This is an optimization exercise on Yosys and OpenROAD, whose aim is a short achievable clock period and few clock cycles, not a production implementation. RTL that was checked went through simulation tests only; none was proved equivalent to the original. The RTL of run 1 was laid out without a check of its function. Power is estimated from default activity; no workload was simulated.

<file path="flow/design.v">
module trc3_alu (
    input  wire [4:0] op,
    input  wire [7:0] a,
    input  wire [7:0] b,
    output reg  [7:0] result,
    output reg        carry,
    output reg        zero
);
    localparam OP_ADD = 5'd2;
    localparam OP_SUB = 5'd4;
    localparam OP_XOR = 5'd5;
    localparam OP_XNO = 5'd6;
    localparam OP_IOR = 5'd7;
    localparam OP_NOR = 5'd8;
    localparam OP_AND = 5'd9;
    localparam OP_NAN = 5'd10;
    localparam OP_RSH = 5'd11;
    wire [8:0] sum  = {1'b0, a} + {1'b0, b};
    wire [8:0] diff = {1'b0, a} + {1'b0, ~b} + 9'd1;
    wire [7:0] x    = a ^ b;
    wire [7:0] o    = a | b;
    wire       eq   = (x == 8'd0);
    wire [7:0] zs_bit = {x[7:1] ~^ o[6:0], ~x[0]};
    wire       z_add  = &zs_bit;
    wire       z_rsh  = (&(x[7:2] ~^ o[6:1])) & (x[1] == (a[0] & b[0]));
    always @* begin
        case (op)
            OP_ADD: begin result = sum[7:0];         carry = sum[8];     zero = z_add;          end
            OP_SUB: begin result = diff[7:0];        carry = diff[8];    zero = eq;             end
            OP_XOR: begin result = x;                carry = (a > b);    zero = eq;             end
            OP_XNO: begin result = ~x;               carry = sum[8];     zero = (x == 8'hFF);   end
            OP_IOR: begin result = o;                carry = 1'b0;       zero = (o == 8'd0);    end
            OP_NOR: begin result = ~o;               carry = 1'b0;       zero = (o == 8'hFF);   end
            OP_AND: begin result = a & b;            carry = 1'b0;       zero = ((a & b) == 8'd0); end
            OP_NAN: begin result = ~o;               carry = 1'b0;       zero = (o == 8'hFF);   end
            OP_RSH: begin result = {1'b0, sum[7:1]}; carry = sum[8];     zero = z_rsh;          end
            default: begin result = 8'd0;            carry = 1'b0;       zero = 1'b1;           end
        endcase
    end
endmodule
module trc3_stack (
    input  wire       clk,
    input  wire       rst,
    input  wire       push,
    input  wire       pop,
    input  wire [9:0] push_data,
    output wire [9:0] top,
    output wire       empty
);
    reg [9:0]  s [0:15];
    reg [15:0] nz;
    integer i;
    always @(posedge clk) begin
        if (rst) begin
            for (i = 0; i < 16; i = i + 1)
                s[i] <= 10'd0;
            nz <= 16'd0;
        end else if (push) begin
            for (i = 15; i > 0; i = i - 1)
                s[i] <= s[i-1];
            s[0] <= push_data;
            nz   <= {nz[14:0], |push_data};
        end else if (pop) begin
            for (i = 0; i < 15; i = i + 1)
                s[i] <= s[i+1];
            s[15] <= 10'd0;
            nz    <= {1'b0, nz[15:1]};
        end
    end
    assign top   = s[0];
    assign empty = ~|nz;
endmodule
module trc3_regfile (
    input  wire       clk,
    input  wire       rst,
    input  wire [2:0] ra,
    input  wire [2:0] rb,
    input  wire [2:0] rc,
    output wire [7:0] da,
    output wire [7:0] db,
    output wire [7:0] dc,
    input  wire       we,
    input  wire [2:0] wa,
    input  wire [7:0] wd
);
    reg [7:0] x [1:7];
    integer i;
    always @(posedge clk) begin
        if (rst) begin
            for (i = 1; i < 8; i = i + 1)
                x[i] <= 8'd0;
        end else if (we && wa != 3'd0) begin
            x[wa] <= wd;
        end
    end
    assign da = (ra == 3'd0) ? 8'd0 : x[ra];
    assign db = (rb == 3'd0) ? 8'd0 : x[rb];
    assign dc = (rc == 3'd0) ? 8'd0 : x[rc];
endmodule
module trc3_core (
    input  wire        clk,
    input  wire        rst,
    output reg         mem_req,
    output reg         mem_we,
    output reg  [10:0] mem_addr,
    output reg  [7:0]  mem_wdata,
    input  wire        mem_ready,
    input  wire [7:0]  mem_rdata,
    output wire        gpi_req,
    output wire [2:0]  gpi_port,
    input  wire        gpi_valid,
    input  wire [7:0]  gpi_data,
    output wire        gpo_valid,
    output wire [2:0]  gpo_port,
    output wire [7:0]  gpo_data,
    output wire        bell,
    output wire        halted,
    output wire        faulted,
    output wire [2:0]  fault_code,
    output wire [10:0] pc_out
);
    localparam OP_NOP = 5'd0,  OP_HLT = 5'd1,  OP_ADD = 5'd2,  OP_ADI = 5'd3;
    localparam OP_SUB = 5'd4,  OP_XOR = 5'd5,  OP_XNO = 5'd6,  OP_IOR = 5'd7;
    localparam OP_NOR = 5'd8,  OP_AND = 5'd9,  OP_NAN = 5'd10, OP_RSH = 5'd11;
    localparam OP_LDI = 5'd12, OP_JMP = 5'd13, OP_BEQ = 5'd14, OP_BNE = 5'd15;
    localparam OP_BGT = 5'd16, OP_BLT = 5'd17, OP_CAL = 5'd18, OP_RET = 5'd19;
    localparam OP_REA = 5'd20, OP_STO = 5'd21, OP_GPI = 5'd22, OP_GPO = 5'd23;
    localparam OP_BEL = 5'd24, OP_PAS = 5'd25, OP_PAG = 5'd26;
    localparam F_NONE     = 3'd0;
    localparam F_ILLEGAL  = 3'd1;
    localparam F_RESERVED = 3'd2;
    localparam F_DATAADDR = 3'd3;
    localparam F_PAGE     = 3'd4;
    reg [15:0] c_data [0:31];
    reg [4:0]  c_tag  [0:31];
    reg [31:0] c_val;
    reg [10:0] pc_d;        
    reg [10:0] pcp1_d;      
    reg [15:0] ir;
    reg        ir_v;        
    reg        fill_hi;     
    reg [7:0]  fill_lo;
    reg        e_valid;
    reg [10:0] e_pc;
    reg [7:0]  e_a, e_b, e_c;   
    reg [4:0]  e_op;            
    reg [2:0]  e_dst;
    reg        e_wr;            
    reg        e_flg;           
    reg        e_rea, e_sto, e_gpi, e_gpo, e_bel, e_pas, e_pag, e_hlt;
    reg [2:0]  e_fpre;          
    reg [2:0]  e_off;           
    reg [2:0]  e_phi;           
    reg [7:0]  e_addr;          
    reg        e_dflt;          
    reg        we_r;            
    reg [10:0] maddr_r;         
    reg        flag_c, flag_z;
    reg [2:0]  page;
    reg        fault_r;
    reg [2:0]  fcode;
    reg [10:0] f_pc;
    wire e_act  = e_valid && !fault_r;
    wire e_mem  = e_rea || e_sto;
    wire [7:0] alu_r;
    wire       alu_c, alu_z;
    trc3_alu u_alu (
        .op(e_op), .a(e_a), .b(e_b),
        .result(alu_r), .carry(alu_c), .zero(alu_z)
    );
    wire       e_pflt  = e_pas && (e_b[7:3] != 5'd0);
    wire       e_dfl   = e_mem && e_dflt;
    wire       e_fault = (e_fpre != F_NONE) || e_dfl || e_pflt;
    wire e_stall = e_act && ((e_mem && !mem_ready) || (e_gpi && !gpi_valid));
    wire e_halt  = e_valid && e_hlt && !fault_r;
    wire e_ok    = e_act && !e_stall && !e_fault;
    wire [7:0] e_res = e_rea ? mem_rdata :
                       e_gpi ? gpi_data :
                       e_pag ? {5'd0, page} : alu_r;
    wire [10:0] st_addr = {page, e_addr};
    wire        st_go   = e_act && e_sto;    
    wire       d_end   = pc_d[10];
    wire       d_valid = ir_v || d_end;
    wire [4:0] op      = ir[15:11];
    wire [2:0] fa      = ir[8:6];
    wire [2:0] fb      = ir[5:3];
    wire [2:0] fc      = ir[2:0];
    wire [7:0] imm8    = ir[10:3];
    wire [9:0] tgt     = ir[10:1];
    reg [10:0] rsv_mask;
    always @* begin
        case (op)
            OP_NOP, OP_HLT, OP_RET, OP_BEL:                 rsv_mask = 11'h7FF;
            OP_ADD, OP_SUB, OP_XOR, OP_XNO, OP_IOR, OP_NOR,
            OP_AND, OP_NAN, OP_RSH, OP_REA, OP_STO:         rsv_mask = 11'h600;
            OP_ADI, OP_LDI:                                 rsv_mask = 11'h000;
            OP_JMP, OP_BEQ, OP_BNE, OP_BGT, OP_BLT, OP_CAL: rsv_mask = 11'h001;
            OP_GPI:                                         rsv_mask = 11'h7C0;
            OP_GPO:                                         rsv_mask = 11'h607;
            OP_PAS:                                         rsv_mask = 11'h0C7;
            OP_PAG:                                         rsv_mask = 11'h7F8;
            default:                                        rsv_mask = 11'h000;
        endcase
    end
    wire       d_illegal  = !d_end && (op > 5'd26);
    wire       d_reserved = !d_end && |(ir[10:0] & rsv_mask);
    wire [2:0] d_fpre     = d_illegal ? F_ILLEGAL : d_reserved ? F_RESERVED : F_NONE;
    wire       d_ok       = !d_end && !d_illegal && !d_reserved;
    wire d_is_alu = (op == OP_ADD) || (op >= OP_SUB && op <= OP_RSH);
    wire d_wr_op  = d_is_alu || op == OP_ADI || op == OP_LDI || op == OP_PAG ||
                    op == OP_GPI || op == OP_REA;
    wire [2:0] d_ra = (op == OP_ADI) ? fc : fa;
    wire [7:0] rf_a, rf_b, rf_c;
    wire       rf_we = e_ok && e_wr;
    trc3_regfile u_rf (
        .clk(clk), .rst(rst),
        .ra(d_ra), .rb(fb), .rc(fc),
        .da(rf_a), .db(rf_b), .dc(rf_c),
        .we(rf_we), .wa(e_dst), .wd(e_res)
    );
    wire fwd_en = e_act && e_wr;
    wire [7:0] xa = (fwd_en && e_dst == d_ra) ? e_res : rf_a;
    wire [7:0] xb = (fwd_en && e_dst == fb)   ? e_res : rf_b;
    wire [7:0] xc = (fwd_en && e_dst == fc)   ? e_res : rf_c;
    wire [7:0] d_opa = (op == OP_LDI) ? 8'd0 : xa;
    wire [8:0] d_sum = (fwd_en && e_dst == d_ra) ? {1'b0, e_res} + {6'd0, fb}
                                                 : {1'b0, rf_a} + {6'd0, fb};
    wire       d_mem = d_ok && (op == OP_REA || op == OP_STO);
    wire [7:0] d_opb = (op == OP_ADI || op == OP_LDI) ? imm8 : xb;
    wire [4:0] d_aluop = (op == OP_ADI) ? OP_ADD : (op == OP_LDI) ? OP_IOR : op;
    wire fz = (e_act && e_flg) ? alu_z : flag_z;
    wire fcy = (e_act && e_flg) ? alu_c : flag_c;
    reg  cond;
    always @* begin
        case (op)
            OP_BEQ:  cond = fz;
            OP_BNE:  cond = ~fz;
            OP_BGT:  cond = fcy;
            OP_BLT:  cond = ~fcy;
            default: cond = 1'b0;
        endcase
    end
    wire d_jmp = !d_end && (op == OP_JMP || op == OP_CAL);
    wire d_bcc = !d_end && (op == OP_BEQ || op == OP_BNE || op == OP_BGT || op == OP_BLT);
    wire d_ret = !d_end && (op == OP_RET);
    wire d_cal = !d_end && (op == OP_CAL);
    wire [9:0] st_top;
    wire       st_empty;
    wire sel_t = d_jmp || (d_bcc && cond);
    wire sel_r = !sel_t && d_ret && !st_empty;
    wire [4:0] i0 = pcp1_d[4:0];
    wire [4:0] i1 = tgt[4:0];
    wire [4:0] i2 = st_top[4:0];
    wire [15:0] w0 = c_data[i0];
    wire [15:0] w1 = c_data[i1];
    wire [15:0] w2 = c_data[i2];
    wire h0 = c_val[i0] && (c_tag[i0] == pcp1_d[9:5]);
    wire h1 = c_val[i1] && (c_tag[i1] == tgt[9:5]);
    wire h2 = c_val[i2] && (c_tag[i2] == st_top[9:5]);
    wire flush_cur  = st_go && (page == pc_d[9:7]);
    wire flush_next = st_go && (page == pcp1_d[9:7] || page == tgt[9:7] || page == st_top[9:7]);
    wire ended = fault_r || e_halt;
    wire d_adv = d_valid && !e_stall && !ended && !flush_cur;
    wire [10:0] n_pc   = sel_t ? {1'b0, tgt} : sel_r ? {1'b0, st_top} : pcp1_d;
    wire [10:0] n_pcp1 = sel_t ? {1'b0, tgt} + 11'd1 : sel_r ? {1'b0, st_top} + 11'd1 : pcp1_d + 11'd1;
    wire [15:0] n_ir   = sel_t ? w1 : sel_r ? w2 : w0;
    wire        n_hit  = sel_t ? h1 : sel_r ? h2 : h0;
    trc3_stack u_stack (
        .clk(clk), .rst(rst),
        .push(d_adv && d_cal), .pop(d_adv && sel_r), .push_data(pcp1_d[9:0]),
        .top(st_top), .empty(st_empty)
    );
    wire fill_go = !d_valid && !ended && !(e_act && e_mem);
    always @* begin
        mem_req   = 1'b1;
        mem_we    = we_r;
        mem_addr  = maddr_r;
        mem_wdata = e_c;
    end
    assign gpi_req   = e_act && e_gpi;
    assign gpi_port  = e_off;
    assign gpo_valid = e_act && e_gpo;
    assign gpo_port  = e_off;
    assign gpo_data  = e_a;
    assign bell      = e_act && e_bel;
    assign halted     = e_halt;
    assign faulted    = fault_r;
    assign fault_code = fcode;
    assign pc_out     = fault_r ? f_pc : e_pc;
    integer k;
    always @(posedge clk) begin
        if (rst) begin
            c_val   <= 32'd0;
            pc_d    <= 11'd0;
            pcp1_d  <= 11'd1;
            ir_v    <= 1'b0;
            fill_hi <= 1'b0;
            e_valid <= 1'b0;
            flag_c  <= 1'b0;
            flag_z  <= 1'b0;
            page    <= 3'd0;
            fault_r <= 1'b0;
            we_r    <= 1'b0;
            maddr_r <= 11'd0;
            fcode   <= F_NONE;
            f_pc    <= 11'd0;
        end else begin
            if (e_act && !e_stall && e_fault) begin
                fault_r <= 1'b1;
                fcode   <= (e_fpre != F_NONE) ? e_fpre : e_dfl ? F_DATAADDR : F_PAGE;
                f_pc    <= e_pc;
            end
            if (e_ok && e_flg) begin
                flag_c <= alu_c;
                flag_z <= alu_z;
            end
            if (e_ok && e_pas)
                page <= e_phi | e_b[2:0];
            if (e_ok && e_sto && c_tag[st_addr[5:1]] == st_addr[10:6])
                c_val[st_addr[5:1]] <= 1'b0;
            if (!e_stall && !ended) begin
                e_valid <= d_adv;
                if (d_adv) begin
                    e_pc  <= pc_d;
                    e_a   <= d_opa;
                    e_b   <= d_opb;
                    e_c   <= xc;
                    e_op  <= d_aluop;
                    e_dst <= fc;
                    e_wr  <= d_ok && d_wr_op && fc != 3'd0;
                    e_flg <= d_ok && d_is_alu;
                    e_rea <= d_ok && op == OP_REA;
                    e_sto <= d_ok && op == OP_STO;
                    e_gpi <= d_ok && op == OP_GPI;
                    e_gpo <= d_ok && op == OP_GPO;
                    e_bel <= d_ok && op == OP_BEL;
                    e_pas <= d_ok && op == OP_PAS;
                    e_pag <= d_ok && op == OP_PAG;
                    e_hlt <= d_end || (d_ok && op == OP_HLT);
                    e_fpre <= d_fpre;
                    e_off <= fb;
                    e_phi <= ir[10:8];
                    e_addr <= d_sum[7:0];
                    e_dflt <= d_sum[8];
                end
            end
            if (e_stall && e_mem) begin
            end else if (ended || (e_act && e_fault)) begin
                we_r    <= 1'b0;
                maddr_r <= {pc_d[9:0], 1'b0};
            end else if (d_adv && d_mem) begin
                we_r    <= op == OP_STO && !d_sum[8];
                maddr_r <= {(e_ok && e_pas) ? (e_phi | e_b[2:0]) : page, d_sum[7:0]};
            end else begin
                we_r    <= 1'b0;
                if (d_adv)
                    maddr_r <= {n_pc[9:0], 1'b0};
                else if (fill_go && mem_ready)
                    maddr_r <= {pc_d[9:0], ~fill_hi};
                else
                    maddr_r <= {pc_d[9:0], fill_hi};
            end
            if (d_adv) begin
                pc_d   <= n_pc;
                pcp1_d <= n_pcp1;
                ir     <= n_ir;
                ir_v   <= n_hit && !flush_next;
            end else if (flush_cur) begin
                ir_v   <= 1'b0;
            end else if (fill_go && mem_ready) begin
                if (!fill_hi) begin
                    fill_lo <= mem_rdata;
                    fill_hi <= 1'b1;
                end else begin
                    fill_hi <= 1'b0;
                    ir      <= {mem_rdata, fill_lo};
                    ir_v    <= 1'b1;
                    c_data[pc_d[4:0]] <= {mem_rdata, fill_lo};
                    c_tag[pc_d[4:0]]  <= pc_d[9:5];
                    c_val[pc_d[4:0]]  <= 1'b1;
                end
            end
        end
    end
endmodule
</file>
<file path="flow/run.sh">
#!/bin/bash
# synth_recipe.tcl (not shown) runs the flow's synth.tcl, then flattens the netlist and writes it again
# the make line also repeats each setting of config.mk as NAME=value (left out here)
make -C /OpenROAD-flow-scripts/flow DESIGN_CONFIG=/design/flow/config.mk WORK_HOME=/design/flow/orfs CLKGATE_MAP_FILE= SYNTH_SCRIPT=/design/flow/synth_recipe.tcl finish
</file>
<file path="flow/config.mk">
export PLATFORM = sky130hd
export DESIGN_NAME = trc3_core
export DESIGN_NICKNAME = trc3_core
export VERILOG_FILES = /design/flow/design.v
export SDC_FILE = /design/flow/constraint.sdc
export NUM_CORES = 4
export LEC_CHECK = 0
export ABC_CLOCK_PERIOD_IN_PS = 2500
export CAP_MARGIN = 20
export CORE_MARGIN = 2
export CORE_UTILIZATION = 40
export PLACE_DENSITY = 0.6
export SETUP_SLACK_MARGIN = 4.0
export SLEW_MARGIN = 20
</file>
<file path="flow/constraint.sdc">
create_clock -name core_clock -period 7.0 [get_ports {clk}]
set_input_delay 1.4000 -clock core_clock [delete_from_list [all_inputs] [get_ports {clk}]]
set_output_delay 1.4000 -clock core_clock [all_outputs]
set_load 0.01 [all_outputs]
</file>
==> results of run 1 <==
==> registers in the layout, indices dropped and copies added (netlist names), 16 cells and up, named ones only <==
| name | count |
|---|---|
| c_data | 512 |
| u_stack.nz | 16 |
| c_tag | 160 |
| c_val | 32 |
| u_stack.s | 160 |
| u_rf.x | 64 |
| ir | 16 |
==> area by class of cell <==
cell class / instances / area (µm²)
fill: 12697 / 76600
multi-input combinational: 2691 / 32100
sequential: 1121 / 30800
timing repair buffer: 533 / 6250
clock buffer: 154 / 3330
tap: 2030 / 2540
clock inverter: 66 / 533
inverter: 64 / 269
timing repair inverter: 1 / 30.0
antenna: 1 / 2.50
==> logic make-up after synthesis <==
logic type,Yosys count
DFF,1121
buffers and inverters,433
adders and majority gates,40
muxes,1030
xor gates and xnor gates,73
AOI/OAI and AO/OA,615
other,2
and+or+nand+nor,913
==> power groups by stage <==
stage / sequential, µW / clock [µW] / combinational [µW]
finish: 8320 / 6340 / 8880
global route: 8340 / 6640 / 9260
CTS: 8320 / 6380 / 8180
detailed placement: 8550 / 0 / 7090
global placement: 8550 / 0 / 7100
floorplan: 7890 / 0 / 5520
==> layer usage <==
metal / GRT usage / vias up
met2: 0.395 / 2688
met5: 0 / -
li1: - / 17779
met3: 0.0626 / 565
met4: 0.0951 / 2
met1: 0.355 / 22503
==> per-stage QoR <==
step	worst slack [ns]	cell area, µm²	total power (µW)
final	2.68	75800	23500
after global placement	1.90	65000	15700
after detailed placement	1.87	65000	15600
after floorplan	2.95	62700	13400
after CTS	2.75	72700	22900
after global routing	2.58	75800	24200
==> worst max-delay path: stages, from the launching register on <==
cell	delay [ns]
sky130_fd_sc_hd__edfxtp_1	0.44
sky130_fd_sc_hd__buf_4	0.16
sky130_fd_sc_hd__ha_4	0.13
sky130_fd_sc_hd__inv_1	0.05
sky130_fd_sc_hd__fa_2	0.36
sky130_fd_sc_hd__nor3b_2	0.18
sky130_fd_sc_hd__o31a_1	0.28
sky130_fd_sc_hd__o31ai_4	0.34
sky130_fd_sc_hd__o2111ai_4	0.22
sky130_fd_sc_hd__a221oi_4	0.37
sky130_fd_sc_hd__a211oi_4	0.09
sky130_fd_sc_hd__buf_4	0.17
sky130_fd_sc_hd__buf_12	0.14
sky130_fd_sc_hd__a211oi_4	0.31
sky130_fd_sc_hd__o31a_1	0.43
sky130_fd_sc_hd__nand2b_4	0.22
sky130_fd_sc_hd__a211oi_2	0.04
sky130_fd_sc_hd__a211o_1	0.26
==> cell usage in the layout, fill, tap and decap left out, types with 24 or more instances in the layout <==
master	instances
sky130_fd_sc_hd__buf_12	43
sky130_fd_sc_hd__nor2_2	27
sky130_fd_sc_hd__nor2_4	69
sky130_fd_sc_hd__buf_6	126
sky130_fd_sc_hd__xnor2_1	42
sky130_fd_sc_hd__clkbuf_16	147
sky130_fd_sc_hd__mux2i_1	238
sky130_fd_sc_hd__buf_8	25
sky130_fd_sc_hd__buf_16	26
sky130_fd_sc_hd__mux2_2	26
sky130_fd_sc_hd__a211oi_2	44
sky130_fd_sc_hd__o21ai_0	39
sky130_fd_sc_hd__o21ai_1	27
sky130_fd_sc_hd__nor2_1	294
sky130_fd_sc_hd__nand2_1	214
sky130_fd_sc_hd__o21ai_2	43
sky130_fd_sc_hd__dfxtp_1	267
sky130_fd_sc_hd__nor3_1	26
sky130_fd_sc_hd__inv_1	55
sky130_fd_sc_hd__clkinv_2	26
sky130_fd_sc_hd__dlygate4sd2_1	34
sky130_fd_sc_hd__edfxtp_1	829
sky130_fd_sc_hd__a21oi_1	90
sky130_fd_sc_hd__nand3_1	35
sky130_fd_sc_hd__ha_1	24
sky130_fd_sc_hd__a21oi_2	28
sky130_fd_sc_hd__mux4_2	732
sky130_fd_sc_hd__buf_4	233
sky130_fd_sc_hd__a211oi_1	144
==> worst paths after layout <==
path	from	endpoint	slack [ns]
worst max register to register	e_b[0]	rsv_mask[0]	2.68
worst min-delay path	maddr_r[8]	maddr_r[8]	0.47
worst max-delay path	e_b[0]	rsv_mask[0]	2.68
worst min register to register	maddr_r[8]	maddr_r[8]	0.47
==> what timing repair did <==
| action | in CTS | in global routing |
|---|---|---|
| setup endpoints to repair | 1259 | 1056 |
| pin swaps | 154 | 111 |
| cloned | 25 | 39 |
| buffers inserted | 179 | 100 |
| gates resized for setup | 571 | 335 |
==> impl_results.md, run 1 <==
* Post-synth top area cell: sky130_fd_sc_hd__edfxtp_1
* Global router's overall resource usage at 0.257
* Net switching power figure at 8050 µW
* Port buffer count at 72
* Number of DRC violations after detailed routing at 0
* Combinational family with the most area after synthesis: multiplexers
* CTS Root Cell: sky130_fd_sc_hd__clkbuf_16
* Worst clock skew at 0.0525 ns
* Wire length reported by the detailed router at 210000 µm
* Layout overhead on the synthesized area at 23.2%
* Outcome: no timing/DRC/antenna violations
* Worst R2R Path Depth at 17
* Mean Syn Cell Area at 14.6 µm²
* #FFs+latches synth at 1121
* Total Die Area at 157000 µm²
* TritonCTS Buffers at 117
* Flop pwr share at 0.353
* Post-route insts no fill at 6661
* Clock sink total at 1121
* Final Hold Violating Endpoints at 0
* Leakage power total at 0.0242 µW
* Proportion of power drawn by the clock network at 0.269
* Highest ir drop seen on vdd at 217 µV
* Post-synthesis instance area at 61600 µm²
* Setup Total Neg Slack at 0 ns
* Wire length on met1 at 80700 µm
* Fraction of synthesis flops using an asynchronous set or reset pin at 0
* Post-route core utilization at 0.497
* Ports placed on the boundary at 74
* Top post-synthesis cells by count: sky130_fd_sc_hd__edfxtp_1, sky130_fd_sc_hd__mux4_2, sky130_fd_sc_hd__nor2_1, sky130_fd_sc_hd__dfxtp_1, sky130_fd_sc_hd__mux2i_1
* Portion of the post-synthesis area used by sequential elements at 0.499
* Min-Delay Path Depth at 2
* EDFF count, synth at 829
* Fraction of power consumed by combinational cells at 0.377
* Floorplan die height at 396 µm
* Portion of the clock cycle consumed by the worst path in the final layout at 0.617
* Detailed-routed wire length on met2 at 96400 µm
* Post-layout net count at 4589
* Residual antenna-violating net count after detailed routing at 0
* Number of library cell types mapped by synthesis at 97
* Switch share at 0.342
* Top area cells in the synthesized netlist: sky130_fd_sc_hd__edfxtp_1, sky130_fd_sc_hd__mux4_2, sky130_fd_sc_hd__dfxtp_1
* Fraction of synthesized area in multiplexers at 0.317
* Arrival time worst endpoint at 4.99 ns
* Complex-gate fraction of the synthesized area at 0.0679
* DR iter-0 viols at 6115
* Area share of the leading cell type in the synthesized netlist at 0.404
* Worst Setup End Kind: flop
* Die X at 396 µm
* Floorplan core area at 152000 µm²
* Standard-cell row count at 143
* Xor and xnor fraction of the mapped netlist area at 0.0104
* Total number of vias at 43537
* First-pass iteration count of the detailed router at 6
* Largest net degree at the start of global routing at 96
* Proportion of layout cells with a drive suffix above 1 at 0.417
* Uppermost metal layer occupied by signal nets: met5
* Via-per-instance ratio at 6.54
* Clock period minus final worst setup slack at 4.32 ns
* Ys Warns at 5
* Unrepaired setup endpoints after global routing: true
* Clock network latency to the later pin of the worst-skew pair at 0.77 ns
* Total of max-cap violations at 0
* Clock transition at the registers of the reported paths at 0.07 ns
* DR WL met3 at 23900 µm
* Power per Cell Area at 310 nW/µm²
* Fin Hold WS at 0.467 ns
* Number of H-tree levels at 3
* WS Path Type: flop to flop
* Number of setup violations in the final report at 0
* Cell internal pwr at 15500 µW
* HPWL after detailed placement at 119000 µm
* Cell Count Post-Placement at 6092
* Via count of the first global-routing pass at 41933
* Arithmetic-cell share of the synthesized area counting full adders, half adders and majority gates at 0.00849
* Maximum clock path buffer count at 3
* Wire length of the first global-routing pass at 296000 µm
* WP data required at 7.66 ns
* Kind of path behind the tightest hold check: flop to flop
* Most frequently used flop master after synthesis: sky130_fd_sc_hd__edfxtp_1
* Hold buffer count at CTS at 0
* Max Clock Freq at 231 MHz
* GP Congestion at 0.927
* Actual slew at the worst max-slew pin at 1.37 ns
* Effective utilization at floorplan at 0.404
* Most frequently used cell type in the post-synthesis netlist: sky130_fd_sc_hd__edfxtp_1
* Max Fanout on Critical Path at 8
* Number of antenna violations at the first check in global routing at 2
* Cells after Synth at 4227
* Final Max Tran Viols at 0
* Clock tree from TritonCTS: yes
* Routed length per instance at 31.6 µm
* Max-slew headroom at the worst pin at 0.0816
* Global-route congestion overflow total at 0
* Launching element type of the critical path: flop
* Area share of and/or/nand/nor cells after synthesis at 0.0677
==> run 2: changes to the inputs <==
--- a/flow/design.v
+++ b/flow/design.v
@@ -151,10 +151,6 @@
     reg [2:0]  e_fpre;          
     reg [2:0]  e_off;           
     reg [2:0]  e_phi;           
-    reg [7:0]  e_addr;          
-    reg        e_dflt;          
-    reg        we_r;            
-    reg [10:0] maddr_r;         
     reg        flag_c, flag_z;
     reg [2:0]  page;
     reg        fault_r;
@@ -168,16 +164,17 @@
         .op(e_op), .a(e_a), .b(e_b),
         .result(alu_r), .carry(alu_c), .zero(alu_z)
     );
+    wire [8:0] e_sum   = {1'b0, e_a} + {6'd0, e_off};
+    wire       e_dflt  = e_mem && e_sum[8];
     wire       e_pflt  = e_pas && (e_b[7:3] != 5'd0);
-    wire       e_dfl   = e_mem && e_dflt;
-    wire       e_fault = (e_fpre != F_NONE) || e_dfl || e_pflt;
+    wire       e_fault = (e_fpre != F_NONE) || e_dflt || e_pflt;
     wire e_stall = e_act && ((e_mem && !mem_ready) || (e_gpi && !gpi_valid));
     wire e_halt  = e_valid && e_hlt && !fault_r;
     wire e_ok    = e_act && !e_stall && !e_fault;
     wire [7:0] e_res = e_rea ? mem_rdata :
                        e_gpi ? gpi_data :
                        e_pag ? {5'd0, page} : alu_r;
-    wire [10:0] st_addr = {page, e_addr};
+    wire [10:0] st_addr = {page, e_sum[7:0]};
     wire        st_go   = e_act && e_sto;    
     wire       d_end   = pc_d[10];
     wire       d_valid = ir_v || d_end;
@@ -223,9 +220,6 @@
     wire [7:0] xb = (fwd_en && e_dst == fb)   ? e_res : rf_b;
     wire [7:0] xc = (fwd_en && e_dst == fc)   ? e_res : rf_c;
     wire [7:0] d_opa = (op == OP_LDI) ? 8'd0 : xa;
-    wire [8:0] d_sum = (fwd_en && e_dst == d_ra) ? {1'b0, e_res} + {6'd0, fb}
-                                                 : {1'b0, rf_a} + {6'd0, fb};
-    wire       d_mem = d_ok && (op == OP_REA || op == OP_STO);
     wire [7:0] d_opb = (op == OP_ADI || op == OP_LDI) ? imm8 : xb;
     wire [4:0] d_aluop = (op == OP_ADI) ? OP_ADD : (op == OP_LDI) ? OP_IOR : op;
     wire fz = (e_act && e_flg) ? alu_z : flag_z;
@@ -272,10 +266,17 @@
     );
     wire fill_go = !d_valid && !ended && !(e_act && e_mem);
     always @* begin
-        mem_req   = 1'b1;
-        mem_we    = we_r;
-        mem_addr  = maddr_r;
+        mem_req   = 1'b0;
+        mem_we    = 1'b0;
+        mem_addr  = {pc_d[9:0], fill_hi};
         mem_wdata = e_c;
+        if (e_act && e_mem) begin
+            mem_req  = 1'b1;
+            mem_we   = e_sto && !e_sum[8];
+            mem_addr = st_addr;
+        end else if (fill_go) begin
+            mem_req  = 1'b1;
+        end
     end
     assign gpi_req   = e_act && e_gpi;
     assign gpi_port  = e_off;
@@ -300,14 +301,12 @@
             flag_z  <= 1'b0;
             page    <= 3'd0;
             fault_r <= 1'b0;
-            we_r    <= 1'b0;
-            maddr_r <= 11'd0;
             fcode   <= F_NONE;
             f_pc    <= 11'd0;
         end else begin
             if (e_act && !e_stall && e_fault) begin
                 fault_r <= 1'b1;
-                fcode   <= (e_fpre != F_NONE) ? e_fpre : e_dfl ? F_DATAADDR : F_PAGE;
+                fcode   <= (e_fpre != F_NONE) ? e_fpre : e_dflt ? F_DATAADDR : F_PAGE;
                 f_pc    <= e_pc;
             end
             if (e_ok && e_flg) begin
@@ -340,26 +339,8 @@
                     e_fpre <= d_fpre;
                     e_off <= fb;
                     e_phi <= ir[10:8];
-                    e_addr <= d_sum[7:0];
-                    e_dflt <= d_sum[8];
                 end
             end
-            if (e_stall && e_mem) begin
-            end else if (ended || (e_act && e_fault)) begin
-                we_r    <= 1'b0;
-                maddr_r <= {pc_d[9:0], 1'b0};
-            end else if (d_adv && d_mem) begin
-                we_r    <= op == OP_STO && !d_sum[8];
-                maddr_r <= {(e_ok && e_pas) ? (e_phi | e_b[2:0]) : page, d_sum[7:0]};
-            end else begin
-                we_r    <= 1'b0;
-                if (d_adv)
-                    maddr_r <= {n_pc[9:0], 1'b0};
-                else if (fill_go && mem_ready)
-                    maddr_r <= {pc_d[9:0], ~fill_hi};
-                else
-                    maddr_r <= {pc_d[9:0], fill_hi};
-            end
             if (d_adv) begin
                 pc_d   <= n_pc;
                 pcp1_d <= n_pcp1;
==> flow/config.mk (replaced) <==
export PLATFORM = sky130hd
export DESIGN_NAME = trc3_core
export DESIGN_NICKNAME = trc3_core
export VERILOG_FILES = /design/flow/design.v
export SDC_FILE = /design/flow/constraint.sdc
export NUM_CORES = 4
export LEC_CHECK = 0
export CAP_MARGIN = 20
export CORE_MARGIN = 2
export CORE_UTILIZATION = 40
export PLACE_DENSITY = 0.6
export SLEW_MARGIN = 20
==> run 2 against run 1 <==
Combinational power shrank 68%. Clock skew grew 0.025 ns. Final area shrank 9.9%. Clock power is essentially flat. Sequential share of layout area grew 3.6 points. Critical path type is now flop to primary output. Power shrank 30%. Critical endpoint is now mem_addr[7]. Sequential power shrank 12%. Register-to-register slack lost 1.4 ns. Final cell count shrank 0.32%. Clock-buffer cell count shrank 3.
==> impl_results.md, run 2 <==
* Ys Warns at 5 (unchanged)
* Routed length per instance at 30.5 µm (was 31.6 µm)
* Max Fanout on Critical Path at 19 (was 8)
* Total Die Area at 156000 µm² (was 157000 µm²)
* Clock sink total at 1096 (was 1121)
* Worst Setup End Kind: primary output (was flop)
* Wire length reported by the detailed router at 203000 µm (was 210000 µm)
* First-pass iteration count of the detailed router at 6 (unchanged)
* Most frequently used flop master after synthesis: sky130_fd_sc_hd__edfxtp_1 (unchanged)
* Hold buffer count at CTS at 0 (unchanged)
* Worst clock skew at 0.0779 ns (was 0.0525 ns)
* Power per Cell Area at 242 nW/µm² (was 310 nW/µm²)
* Total number of vias at 44057 (was 43537)
* Largest net degree at the start of global routing at 164 (was 96)
* Clock period minus final worst setup slack at 5.78 ns (was 4.32 ns)
* Die X at 395 µm (was 396 µm)
* Worst R2R Path Depth at 17 (unchanged)
* Proportion of layout cells with a drive suffix above 1 at 0.246 (was 0.417)
* Effective utilization at floorplan at 0.403 (was 0.404)
* Leakage power total at 0.0216 µW (was 0.0242 µW)
* Reg-to-reg slack, setup at 1.32 ns (was 2.68 ns)
* Final Max Tran Viols at 0 (unchanged)
* Fraction of synthesis flops using an asynchronous set or reset pin at 0 (unchanged)
* Global router's overall resource usage at 0.255 (was 0.257)
* Max-slew headroom at the worst pin at 0.224 (was 0.0816)
* CTS Root Cell: sky130_fd_sc_hd__clkbuf_16 (unchanged)
* Number of setup violations in the final report at 0 (unchanged)
* Outcome: no timing/DRC/antenna violations (unchanged)
* EDFF count, synth at 821 (was 829)
* GP Congestion at 0.924 (was 0.927)
* Worst-path cell chain: ha_1 -> a21o_1 -> a21oi_2 -> nor4_1 -> xnor2_1 -> a21oi_1 -> clkdlybuf4s50_1 (was buf_4 -> ha_4 -> inv_1 -> fa_2 -> nor3b_2 -> o31a_1 -> o31ai_4 -> o2111ai_4 -> a221oi_4 -> a211oi_4 -> buf_4 -> buf_12 -> a211oi_4 -> o31a_1 -> nand2b_4 -> a211oi_2 -> a211o_1)
* Origin of the critical flop-to-flop path: e_a[3] (was e_b[0])
* WP data required at 5.60 ns (was 7.66 ns)
* Setup Total Neg Slack at 0 ns (unchanged)
* Post-CTS resize count at 0 (was 571)
* WHS Endpoint: u_stack.s[3][0] (was maddr_r[8])
* Post-layout net count at 4570 (was 4589)
* Total of max-cap violations at 0 (unchanged)
* Commonest non-fill, non-tap cells in the layout: sky130_fd_sc_hd__edfxtp_1, sky130_fd_sc_hd__mux4_2, sky130_fd_sc_hd__nand2_1 (was sky130_fd_sc_hd__edfxtp_1, sky130_fd_sc_hd__mux4_2, sky130_fd_sc_hd__nor2_1)
* Maximum clock path buffer count at 3 (unchanged)
* HPWL after detailed placement at 132000 µm (was 119000 µm)
* Launching element type of the critical path: flop (unchanged)
* Via-per-instance ratio at 6.64 (was 6.54)
* Number of H-tree levels at 3 (unchanged)
* Kind of path behind the tightest hold check: flop to flop (unchanged)
* Post-synthesis instance area at 61100 µm² (was 61600 µm²)
* WS Path Type: flop to primary output (was flop to flop)
* Highest ir drop seen on vdd at 222 µV (was 217 µV)
* Top post-synthesis cells by count: sky130_fd_sc_hd__edfxtp_1, sky130_fd_sc_hd__mux4_2, sky130_fd_sc_hd__nand2_1, sky130_fd_sc_hd__nor2_1, sky130_fd_sc_hd__clkbuf_1 (was sky130_fd_sc_hd__edfxtp_1, sky130_fd_sc_hd__mux4_2, sky130_fd_sc_hd__nor2_1, sky130_fd_sc_hd__dfxtp_1, sky130_fd_sc_hd__mux2i_1)
* Floorplan die height at 395 µm (was 396 µm)
* Hold path startpoint: u_stack.s[4][0] (was maddr_r[8])
* Post-synth top area cell: sky130_fd_sc_hd__edfxtp_1 (unchanged)
* Fin Hold WS at 0.476 ns (was 0.467 ns)
* Most common cell after layout, fill and taps aside: sky130_fd_sc_hd__edfxtp_1 (unchanged)
* Total setup buffers inserted after CTS at 0 (was 179)
* Count of antenna diodes in the layout at 0 (was 1)
* Floorplan core area at 152000 µm² (about the same)
* Arrival time worst endpoint at 4.38 ns (was 4.99 ns)
* TritonCTS Buffers at 117 (unchanged)
* Min-Delay Path Depth at 2 (unchanged)
* Clock transition at the registers of the reported paths at 0.07 ns (about the same)
* Mean Syn Cell Area at 13.3 µm² (was 14.6 µm²)
* Post-route insts no fill at 6640 (was 6661)
* Capturing point of the worst reg2reg path: pcp1_d[10] (was rsv_mask[0])
* Portion of the clock cycle consumed by the worst path in the final layout at 0.826 (was 0.617)
* Cells after Synth at 4583 (was 4227)
* Port buffer count at 73 (was 72)
* Wire length of the first global-routing pass at 295000 µm (was 296000 µm)
* Clock network latency to the later pin of the worst-skew pair at 0.77 ns (about the same)
* Number of DRC violations after detailed routing at 0 (unchanged)
* Top area cells in the synthesized netlist: sky130_fd_sc_hd__edfxtp_1, sky130_fd_sc_hd__mux4_2, sky130_fd_sc_hd__dfxtp_1 (unchanged)
* Ports placed on the boundary at 74 (unchanged)
* Actual slew at the worst max-slew pin at 1.16 ns (was 1.37 ns)
* Portion of the post-synthesis area used by sequential elements at 0.494 (was 0.499)
* Number of antenna violations at the first check in global routing at 7 (was 2)
* Via count of the first global-routing pass at 42154 (was 41933)
* Global-route congestion overflow total at 0 (unchanged)
* DR iter-0 viols at 6066 (was 6115)
* Final Total Pwr at 16500 µW (was 23500 µW)
* Max Clock Freq at 173 MHz (was 231 MHz)
* Final Hold Violating Endpoints at 0 (unchanged)
* Cell Count Post-Placement at 6418 (was 6092)
* Unrepaired setup endpoints after global routing: false (was true)
* Standard-cell row count at 143 (unchanged)
* Clock tree from TritonCTS: yes (unchanged)
* Critical Path Slowest Stage Cell: sky130_fd_sc_hd__a21oi_2 (was sky130_fd_sc_hd__edfxtp_1)
* Max stage delay on crit path at 0.82 ns (was 0.44 ns)
* Area share of the leading cell type in the synthesized netlist at 0.404 (about the same)
* Most frequently used cell type in the post-synthesis netlist: sky130_fd_sc_hd__edfxtp_1 (unchanged)
* Number of library cell types mapped by synthesis at 90 (was 97)
* #FFs+latches synth at 1096 (was 1121)
* Flip-flop count of the largest register after layout at 512 (unchanged)
* Residual antenna-violating net count after detailed routing at 0 (unchanged)
* Layout overhead on the synthesized area at 11.8% (was 23.2%)
==> run 2: changes by cell type in the layout (fill, tap and decap cells not counted), sizes merged, moves of 48 or more <==
cell,change
o21ai,+131
a211oi,-126
a311oi,+156
buf,-307
nand2,+237
mux2i,-158
clkdlybuf4s50,+58
mux4,-48
nor2,+67
==> run 2: how the worst max path moves through the flow <==
stage / from / to / depth (start not counted)
floorplan: mem_ready / rsv_mask[7] / 12
global placement: e_a[3] / pcp1_d[10] / 17
detailed placement: e_a[3] / pcp1_d[10] / 17
CTS: e_a[1] / mem_addr[7] / 7
global route: e_a[3] / pcp1_d[10] / 17
finish: e_a[1] / mem_addr[7] / 7
==> run 2: metal layers <==
metal | wire, µm | track usage | share of wire | up-vias
li1 | - | - | - | 18185
met2 | 90500 | 0.384 | 0.45 | 2866
met3 | 24700 | 0.0761 | 0.12 | 458
met5 | 90 | 0 | 0.00044 | -
met1 | 79400 | 0.350 | 0.39 | 22534
met4 | 7980 | 0.0920 | 0.039 | 14
==> run 2: layout make-up <==
class	instances	area, µm²
Clock inverter	66	739
Sequential cell	1096	30200
Timing Repair Buffer	222	2060
Fill cell	13540	83400
Inverter	51	191
Tap cell	2030	2540
Clock buffer	151	3130
Multi-Input combinational cell	3024	29400
==> run 2: per-stage QoR <==
stage               cell area, µm²   util  worst slack (ns)
floorplan                    61100      -              1.41
global placement             64300  0.424              1.47
detailed placement           64300  0.424              1.43
CTS                          68200  0.449              1.20
global route                 68300  0.450             0.974
finish                       68300  0.450              1.22
==> run 2: cells by family (layout without fill, tap and decap cells) <==
logic type | Yosys count | in the layout | share of synthesized area
buffers and inverters | 470 | 490 | 0.0311
multiplexers | 816 | 816 | 0.274
XOR/XNOR | 77 | 77 | 0.0110
flip-flops | 1096 | 1096 | 0.494
other | 1 | 8 | 0.0000614
adder cells (fa/ha/maj) | 39 | 39 | 0.00832
AO/OA/AOI/OAI | 816 | 816 | 0.0898
AND/OR/NAND/NOR | 1268 | 1268 | 0.0917
==> run 2: worst max-delay path, delay by kind of cell (launching register included) <==
kind            cells  cell delay, ns
flops               1            0.58
fa+ha+maj           1            0.36
buf+inv             1            0.53
compound gates      3            1.24
simple gates        1            0.14
xor+xnor            1            0.79
==> run 2: where the power goes <==
group / internal, µW / switching, µW / total (µW)
clock network: 3540 / 2770 / 6310
registers: 7100 / 254 / 7350
logic: 1220 / 1610 / 2830
total: 11900 / 4640 / 16500
Testbench counts of run 2, summed over its fixed seeds: cycles 102,021.

## re-timing with driven ports
Ports are ideal in the flow. The routed layouts listed here were re-timed in OpenROAD.
Step 1 sets driving cells, clkbuf_16 on the clock port and buf_2 on the other inputs (assumed; they add their load-dependent delay and slew).
Step 2 moves the port delays by t, midway between the first and last clock arrival at a register: inputs arrive t later, outputs are due t later. That takes back most of the time a late clock gives input paths.
a / b / c = ideal ports / drivers / drivers and shift; a / b = the first two.
| run | t, ns | slack for setup (ns) | worst setup path at the end | clock arrival spread, ns | worst slew at a driven data input, ns |
|---|---|---|---|---|---|
| run 1 | 0.825 | 2.678 / 2.678 / 2.594 | input to register | 0.053 / 0.053 | 0.05 |
| run 2 | 0.819 | 1.220 / 1.140 / 1.319 | register to register | 0.084 / 0.084 | 0.07 |
After both steps setup and hold are still met in every run listed. For run 1, which loses most, drivers alone change the setup slack by 0.000 ns; drivers and shift together by -0.084 ns.
